Source: an optimization exercise on an open RTL-to-GDS flow (aim: small area, a short achievable clock period and few clock cycles per item). Production flows keep margins and buffers that such runs may drop. RTL that was checked went through simulation tests only; none was proved equivalent to the original. Power figures rest on the tool's default switching activity, not on a simulated workload.

Design lpc1_cksum, start of the top module:
module lpc1_cksum (
    input  wire        clk,
    input  wire        rst,
    input  wire        cmd_valid,
    output wire        cmd_ready,
    input  wire [31:0] cmd_word,
    input  wire [31:0] cmd_len,
    input  wire [23:0] cmd_fcs_in,
    input  wire        in_valid,
    output wire        in_ready,
    input  wire [31:0] in_data,
    output reg         done,
    output wire [7:0]  code,
    output reg  [7:0]  last_op,
    output reg         match,
    output reg  [23:0] fcs_val,
    output reg  [23:0] fcs_rx,
    output reg  [16:0] fcs_cover,
    output reg  [16:0] out_len,
    output reg  [5:0]  crc6,
    output reg  [9:0]  crc10
);
Size: about 220 flip-flops, roughly 240 I/O pins, about 13,000 um^2 of cells after synthesis.
clock: 8.0 ns
lec_check: 0
cap_margin: 20
core_margin: 2
core_utilization: 40
cts_cluster_diameter: 100
cts_cluster_size: 25
gpl_routability_driven: 0
place_density: 0.75
setup_slack_margin: 5
slew_margin: 20
synth_hierarchical: 1
synth_memory_max_bits: 8192
synth_minimum_keep_size: 0
tns_end_percent: 0
standard.sh (not shown) runs the stock make flow with config.mk's settings and CLKGATE_MAP_FILE= SYNTH_SCRIPT=/design/flow/synth_recipe.tcl, a recipe that flattens the netlist after the stock synthesis.
==> flow/flow/run.sh <==
#!/bin/bash
set -euo pipefail
export BUFFER_PORTS_ARGS="-buffer_cell sky130_fd_sc_hd__buf_1"
bash standard.sh finish SETUP_SLACK_MARGIN=5.4 TNS_END_PERCENT=0 > standard_flow.log 2>&1
Testbench counts at the start, summed over its fixed seeds: cycles 10,251, items 384.
Rerun with:
==> flow/flow/run.sh (replaced) <==
#!/bin/bash
set -euo pipefail
export BUFFER_PORTS_ARGS="-buffer_cell sky130_fd_sc_hd__buf_1"
bash standard.sh finish SETUP_SLACK_MARGIN=5.6 TNS_END_PERCENT=0 > standard_flow.log 2>&1
- GPL_ROUTABILITY_DRIVEN: 0 -> unset
What happened: Clock skew stays flat; total power went up by a few percent; die area does not change; setup slack gets better by 180 ps; hold slack hardly moves; fmax rises by a few percent; routed wire length goes up by a few percent; flip-flop and latch count does not change.

========
lpc1_cksum, a different RTL version from the one above (not shown whole).
For scale: ~1500 cells after synthesis, ~220 flip-flops, roughly 240 I/O pins, about 13000 sq um of cells after synthesis.
Settings: LEC_CHECK=0, CAP_MARGIN=20, CORE_MARGIN=2, CORE_UTILIZATION=40, CTS_CLUSTER_DIAMETER=100, CTS_CLUSTER_SIZE=25, SETUP_SLACK_MARGIN=5, SLEW_MARGIN=20, SYNTH_MEMORY_MAX_BITS=8192, TNS_END_PERCENT=0; clock period 8.0 ns.
==> flow/flow/run.sh <==
#!/bin/bash
# The standard layout (the standard.sh: standard synthesis, floorplan,
# placement, CTS, routing), with the ports buffered by the smallest buffer
# (sky130_fd_sc_hd__buf_1) instead of the resizer's default delay cell;
# repair_design and repair_timing resize them where needed.
set -euo pipefail
export BUFFER_PORTS_ARGS="-buffer_cell sky130_fd_sc_hd__buf_1"
bash standard.sh finish SETUP_SLACK_MARGIN=5.7 TNS_END_PERCENT=0 > standard_flow.log 2>&1
Edit:
--- a/flow/flow/run.sh
+++ b/flow/flow/run.sh
@@ -6,3 +6,3 @@
 set -euo pipefail
 export BUFFER_PORTS_ARGS="-buffer_cell sky130_fd_sc_hd__buf_1"
-bash standard.sh finish SETUP_SLACK_MARGIN=5.7 TNS_END_PERCENT=0 > standard_flow.log 2>&1
+bash standard.sh finish SETUP_SLACK_MARGIN=5.4 TNS_END_PERCENT=0 > standard_flow.log 2>&1
- The new run ran to the end with no violations
- clock power stays flat
- die area is unchanged
- wire length does not change
- sequential share of layout area is unchanged
- total power does not change
- non-clock buffer count stays the same
- worst setup slack does not change
- design area stays the same
- synthesized area stays the same
Edit:
--- a/flow/flow/run.sh
+++ b/flow/flow/run.sh
@@ -6,3 +6,3 @@
 set -euo pipefail
 export BUFFER_PORTS_ARGS="-buffer_cell sky130_fd_sc_hd__buf_1"
-bash standard.sh finish SETUP_SLACK_MARGIN=5.4 TNS_END_PERCENT=0 > standard_flow.log 2>&1
+bash standard.sh finish SETUP_SLACK_MARGIN=5.2 TNS_END_PERCENT=0 > standard_flow.log 2>&1
Effect: Count of clock-buffer cells in the layout is unchanged; sequential power hardly moves; cell area went up by 0.53%; maximum frequency went down by 0.46%; utilization went up by 0.25 points; power stays flat; die area is unchanged; setup slack degrades by 13 ps; cell count stays flat.
No run of this note included a check of the RTL's function; only the layout flow was run.

========
Setup of wip/garnet:
Another version of the RTL of lpc1_cksum (not shown whole).
Size: about 1600 cells after synthesis, about 240 I/O pins.
Settings: LEC_CHECK=0, CAP_MARGIN=20, CORE_MARGIN=2, CORE_UTILIZATION=40, SETUP_SLACK_MARGIN=4.5, SLEW_MARGIN=20, SYNTH_MEMORY_MAX_BITS=8192; clock period 8.0 ns.
run.sh (not shown) runs the stock make flow with config.mk's settings and CLKGATE_MAP_FILE= SYNTH_SCRIPT=/design/flow/synth_recipe.tcl, a recipe that flattens the netlist after the stock synthesis.
Stock flow here: none of the scripts above is used.
wip/garnet reached the end of the flow, and the finished layout is clean on the timing, design-rule and antenna checks.
Changes in wip/harbor relative to wip/garnet:
- a deleted SETUP_SLACK_MARGIN that had been 4.5
==> comparison <==
wip/harbor completed every stage of the flow, and the final layout passed the timing, design-rule and antenna checks. In the flow results for wip/garnet and wip/harbor, the sequential cell fraction of total power is smaller on wip/garnet. Diff wip/garnet -> wip/harbor | total power | down by a few percent. On overall via count from detail_route, the lower figure sits with wip/harbor, not wip/garnet. Going from wip/garnet to wip/harbor, worst setup slack shrinks by 0.92 ns. Relative to wip/garnet, portion of the clock cycle consumed by the worst path in the final layout has gone up in wip/harbor.
### wip/harbor -> wip/yarrow
- ABC_CLOCK_PERIOD_IN_PS: unset -> 3000
- SETUP_SLACK_MARGIN: unset -> 5
Results
wip/yarrow vs. wip/harbor: hold slack saw an increase, via count higher, worst endpoint required time ~0 delta, final area picked up an extra 3100 sq um.
When the final numbers for wip/yarrow and wip/harbor were put side by side, the critical path depth turned out to be greater in wip/yarrow.
wip/yarrow against wip/harbor: HPWL after detailed placement decreased about 0.9%; share of the clock period used by the worst path after layout now smaller; synthesis-to-layout area growth rose by 23 points.
Going from wip/harbor to wip/yarrow, worst setup slack after layout went up 1.02 ns; combinational fraction of design power went up 8.2 points; overall power after layout went up 19%.
No functional check of the RTL was part of any run of this note.

========
lpc1_cksum, a different RTL version from the one above (not shown whole).
Size: ~220 flip-flops, ~240 I/O pins.
==> flow/config.mk <==
export PLATFORM = sky130hd
export DESIGN_NAME = lpc1_cksum
export DESIGN_NICKNAME = lpc1_cksum
export VERILOG_FILES = /design/flow/design.v
export SDC_FILE = /design/flow/constraint.sdc
export NUM_CORES = 4
export LEC_CHECK = 0
export CAP_MARGIN = 20
export CORE_MARGIN = 2
export CORE_UTILIZATION = 40
export SETUP_SLACK_MARGIN = 5
export SLEW_MARGIN = 20
export SYNTH_MEMORY_MAX_BITS = 8192
==> flow/constraint.sdc <==
create_clock -name core_clock -period 8.0 [get_ports {clk}]
set_input_delay 1.6000 -clock core_clock [delete_from_list [all_inputs] [get_ports {clk}]]
set_output_delay 1.6000 -clock core_clock [all_outputs]
set_load 0.01 [all_outputs]
standard.sh (not shown) runs the stock make flow with config.mk's settings and CLKGATE_MAP_FILE= SYNTH_SCRIPT=/design/flow/synth_recipe.tcl, a recipe that flattens the netlist after the stock synthesis.
==> flow/flow/run.sh <==
#!/bin/bash
# The standard layout (the standard.sh: standard synthesis, floorplan,
# placement, CTS, routing), with the ports buffered by the smallest buffer
# (sky130_fd_sc_hd__buf_1) instead of the resizer's default delay cell;
# repair_design and repair_timing resize them where needed.
set -euo pipefail
export BUFFER_PORTS_ARGS="-buffer_cell sky130_fd_sc_hd__buf_1"
bash standard.sh finish SETUP_SLACK_MARGIN=6.5 > standard_flow.log 2>&1
Testbench counts at the start, summed over its fixed seeds: cycles 10,251, items 384.
Edit:
--- a/flow/flow/run.sh
+++ b/flow/flow/run.sh
@@ -7,2 +7,2 @@
 export BUFFER_PORTS_ARGS="-buffer_cell sky130_fd_sc_hd__buf_1"
-bash standard.sh finish SETUP_SLACK_MARGIN=6.5 > standard_flow.log 2>&1
+bash standard.sh finish > standard_flow.log 2>&1
Worst hold slack is worse by 0.0083 ns.
Setup slack is worse by 0.041 ns.
Power goes down by about a fifth.
Global-route usage goes down by 9.6 points.
First-iteration DRC count goes down by well over a third.
Edit:
--- a/flow/flow/run.sh
+++ b/flow/flow/run.sh
@@ -7,2 +7,2 @@
 export BUFFER_PORTS_ARGS="-buffer_cell sky130_fd_sc_hd__buf_1"
-bash standard.sh finish > standard_flow.log 2>&1
+bash standard.sh finish SETUP_SLACK_MARGIN=5.5 > standard_flow.log 2>&1
=> Worst setup slack gets better by 0.046 ns; hold slack gets better by 0.0068 ns; combinational power goes up by 48%; sequential power hardly moves; die area is unchanged; total power goes up by 16%; cell area goes up by 33%; register-to-register slack gets better by 0.05 ns; clock-buffer cell count goes up by 10.
Edit:
==> flow/run.sh (new file) <==
#!/bin/bash
# synth_recipe.tcl (not shown) runs the flow's synth.tcl, then flattens the netlist and writes it again
# the make line also repeats each setting of config.mk as NAME=value (left out here)
make -C /OpenROAD-flow-scripts/flow DESIGN_CONFIG=/design/flow/config.mk WORK_HOME=/design/flow/orfs CLKGATE_MAP_FILE= SYNTH_SCRIPT=/design/flow/synth_recipe.tcl finish
--- a/flow/config.mk
+++ b/flow/config.mk
@@ -10,3 +10,3 @@
 export CORE_UTILIZATION = 40
-export SETUP_SLACK_MARGIN = 5
+export SETUP_SLACK_MARGIN = 4.5
 export SLEW_MARGIN = 20
removed: flow/flow/run.sh
removed: flow/standard.sh
What happened: The changed run ran to the end with no violations. Setup slack degrades by 0.46 ns. Final cell count falls by roughly a tenth. First-iteration DRC count falls by a quarter to a third. Combinational power falls by a quarter to a third. Total power falls by roughly a tenth. Critical path depth falls by 1. Sequential share of layout area rises by 3.6 points. Die area stays the same. Global-route usage falls by 2.0 points.

========
Setup of oak:
lpc1_cksum, a different RTL version from the one above (not shown whole).
For scale: ~1500 cells after synthesis, ~240 I/O pins, about 13000 um^2 of cells after synthesis.
Settings: LEC_CHECK=0, CAP_MARGIN=20, CORE_MARGIN=2, CORE_UTILIZATION=40, SETUP_SLACK_MARGIN=5, SLEW_MARGIN=20, SYNTH_MEMORY_MAX_BITS=8192; clock period 8.0 ns.
==> flow/flow/run.sh <==
#!/bin/bash
# The standard layout (the standard.sh: standard synthesis, floorplan,
# placement, CTS, routing), with the ports buffered by the smallest buffer
# (sky130_fd_sc_hd__buf_1) instead of the resizer's default delay cell;
# repair_design and repair_timing resize them where needed.
set -euo pipefail
export BUFFER_PORTS_ARGS="-buffer_cell sky130_fd_sc_hd__buf_1"
bash standard.sh finish SETUP_SLACK_MARGIN=5.3 TNS_END_PERCENT=0 > standard_flow.log 2>&1
## Diff of input files: pine against oak
Settings: an added TNS_END_PERCENT of 0; a change of CORE_UTILIZATION from 40 to 60.
-- flow/flow/run.sh --
<<< oak, line 8
bash standard.sh finish SETUP_SLACK_MARGIN=5.3 TNS_END_PERCENT=0 > standard_flow.log 2>&1
>>> pine, line 8
bash standard.sh finish SETUP_SLACK_MARGIN=5.4 TNS_END_PERCENT=0 > standard_flow.log 2>&1
[summary]
- Per the comparison of pine with oak, fraction of area in multi-input gates went up 0.32 points, least setup slack across all paths after layout went up 0.024 ns, utilization after layout went up 23 points, number of fillers in the final layout went down 1434.
- [pine vs oak] total stage count of the critical path: higher in pine
Here is what was changed in the inputs of birch compared with pine.
Settings: TNS_END_PERCENT no longer set, was 0; CORE_UTILIZATION now 40, was 60.
-- flow/flow/run.sh --
<<< pine, line 8
bash standard.sh finish SETUP_SLACK_MARGIN=5.4 TNS_END_PERCENT=0 > standard_flow.log 2>&1
>>> birch, line 8
bash standard.sh finish SETUP_SLACK_MARGIN=5.6 TNS_END_PERCENT=0 > standard_flow.log 2>&1
Findings:
- birch vs pine — detailed-route vias per instance dropped by a little under 10%
- Comparing final critical-path share of the clock period for birch and pine, the bigger number came from pine.
- Looking at library cell contributing the largest single delay on the critical path, the edfxtp_1 result is from pine; the xnor3_2 one comes from birch.
- For birch, the highest routing layer actually used was met5, unlike pine, where it was met4.
- Looking at final worst setup slack across birch and pine, the one that comes out lower is pine.
- Relative to pine, the total of plain and repair buffers excluding clock buffers of birch is higher by 14.
- birch: via count of the first global-routing pass about 3.5% below pine
- birch gives more total power than pine did.
- Achievable clock frequency was lower in the run labelled pine.
- Going from pine to birch, number of standard cells in the layout, taps in and fillers out went up by 178; die area went up by about 50%; clock period minus final worst setup slack shows a reduction of 0.076 ns.
Edits applied to the flow inputs when going from birch to maple:
Settings: TNS_END_PERCENT now 0, previously not set.
-- flow/flow/run.sh --
<<< birch, line 8
bash standard.sh finish SETUP_SLACK_MARGIN=5.6 TNS_END_PERCENT=0 > standard_flow.log 2>&1
>>> maple, line 8
bash standard.sh finish SETUP_SLACK_MARGIN=5.4 TNS_END_PERCENT=0 > standard_flow.log 2>&1
### Flow results
Every stage of the flow completed for maple, and the final layout passed the timing, design-rule and antenna checks.
maple ends up with lower wire length of the first global-routing pass than birch does.
[compare] base=birch new=maple: power share of the sequential group flat, die height flat, width of the die flat, number of DRC markers in iteration 0 up 142.
The area share of buffers outside the clock network of maple falls short of that of birch by 0.51 points.
Share of cells above drive strength 1 on maple is down relative to birch.
Highest attainable clock frequency: maple < birch
Going from birch to maple, setup slack shrinks by 0.046 ns.
maple: worst slew slack as a fraction of its limit is 3.6 points lower than what birch reported.
| sequential share of layout area | maple vs birch | ≈ equal |
Function was not checked in any run of this note: the RTL went through the layout flow alone.

========
lpc1_cksum again, from the RTL that the note above started with.
Design lpc1_cksum, start of the top module:
module lpc1_cksum (
    input  wire        clk,
    input  wire        rst,
    input  wire        cmd_valid,
    output wire        cmd_ready,
    input  wire [31:0] cmd_word,
    input  wire [31:0] cmd_len,
    input  wire [23:0] cmd_fcs_in,
    input  wire        in_valid,
    output wire        in_ready,
    input  wire [31:0] in_data,
    output reg         done,
    output reg  [7:0]  code,
    output reg  [7:0]  last_op,
    output reg         match,
    output reg  [23:0] fcs_val,
    output reg  [23:0] fcs_rx,
    output reg  [16:0] fcs_cover,
    output reg  [16:0] out_len,
    output reg  [5:0]  crc6,
    output reg  [9:0]  crc10
);
Settings: LEC_CHECK=0, CAP_MARGIN=20, CORE_MARGIN=2, CORE_UTILIZATION=40, SETUP_SLACK_MARGIN=5, SLEW_MARGIN=20, SYNTH_MEMORY_MAX_BITS=8192; clock period 8.0 ns.
==> flow/flow/run.sh <==
#!/bin/bash
# The standard layout (the standard.sh: standard synthesis, floorplan,
# placement, CTS, routing), with the ports buffered by the smallest buffer
# (sky130_fd_sc_hd__buf_1) instead of the resizer's default delay cell;
# repair_design and repair_timing resize them where needed.
set -euo pipefail
export BUFFER_PORTS_ARGS="-buffer_cell sky130_fd_sc_hd__buf_1"
bash standard.sh finish SETUP_SLACK_MARGIN=5.6 > standard_flow.log 2>&1
Next try:
--- a/flow/flow/run.sh
+++ b/flow/flow/run.sh
@@ -6,3 +6,3 @@
 set -euo pipefail
 export BUFFER_PORTS_ARGS="-buffer_cell sky130_fd_sc_hd__buf_1"
-bash standard.sh finish SETUP_SLACK_MARGIN=5.6 > standard_flow.log 2>&1
+bash standard.sh finish > standard_flow.log 2>&1
After rerunning: Via count fell by 11%. Clock power came out lower by about 3%. Global-route usage came out lower by 4.1 points. Worst setup slack loses 0.19 ns. Cell area came out lower by 24%. Die area does not change.
Next try:
--- a/flow/flow/run.sh
+++ b/flow/flow/run.sh
@@ -6,3 +6,3 @@
 set -euo pipefail
 export BUFFER_PORTS_ARGS="-buffer_cell sky130_fd_sc_hd__buf_1"
-bash standard.sh finish > standard_flow.log 2>&1
+bash standard.sh finish SETUP_SLACK_MARGIN=5.3 > standard_flow.log 2>&1
After rerunning: The changed run passed the timing, design-rule and antenna checks; setup slack is better by 0.20 ns; wire length rose by 4.8%; global-route usage rose by 1.4 points; synthesized area does not change; clock power fell by about 5%; cell area rose by 8.2%; combinational power rose by about 7%; fmax rose by 7.4%; total power rose by 1.3%; sequential power barely changes.
No run of this note included a check of the RTL's function; only the layout flow was run.

-- separate check: timing with driven ports --
Ports are ideal in the flow. The routed layouts listed here were re-timed in OpenROAD. Step 1 assumes that a clkbuf_16 drives the clock port and a buf_2 every other input. Step 2 moves the port delays by t, midway between the first and last clock arrival at a register: inputs arrive t later, outputs are due t later. That takes back most of the time a late clock gives input paths. Three values: ideal, step 1, step 2; two values: the first two.
run | t, ns | slack for setup (ns) | worst slew at a driven data input, ns
the first run of note 1 | 0.524 | 5.105 / 5.113 / 4.589 | 0.06
the second run of note 1 | 0.535 | 5.288 / 5.237 / 4.816 | 0.07
the first run of note 2 | 0.535 | 5.089 / 5.089 / 4.621 | 0.07
the second run of note 2 | 0.535 | 5.089 / 5.089 / 4.621 | 0.07
the third run of note 2 | 0.534 | 5.075 / 5.078 / 4.568 | 0.08
wip/garnet | 0.591 | 4.581 / 4.581 / 4.107 | 0.05
wip/harbor | 0.592 | 3.662 / 3.662 / 3.565 | 0.05
wip/yarrow | 0.593 | 4.679 / 4.679 / 4.434 | 0.06
the first run of note 4 | 0.614 | 5.054 / 5.054 / 4.950 | 0.19
the second run of note 4 | 0.605 | 5.013 / 5.013 / 4.582 | 0.05
the third run of note 4 | 0.593 | 5.059 / 5.059 / 5.002 | 0.06
the fourth run of note 4 | 0.607 | 4.602 / 4.602 / 4.175 | 0.06
oak | 0.576 | 5.198 / 5.148 / 4.688 | 0.07
pine | 0.583 | 5.222 / 5.211 / 4.704 | 0.04
birch | 0.574 | 5.298 / 5.251 / 4.752 | 0.07
maple | 0.575 | 5.252 / 5.202 / 4.735 | 0.08
the first run of note 6 | 0.593 | 5.281 / 5.230 / 4.814 | 0.07
the second run of note 6 | 0.582 | 5.087 / 5.038 / 4.558 | 0.09
the third run of note 6 | 0.582 | 5.288 / 5.266 / 4.735 | 0.07
After both steps setup and hold are still met in every run listed. For the third run of note 6, which loses most, drivers alone change the setup slack by -0.022 ns; drivers and shift together by -0.553 ns.
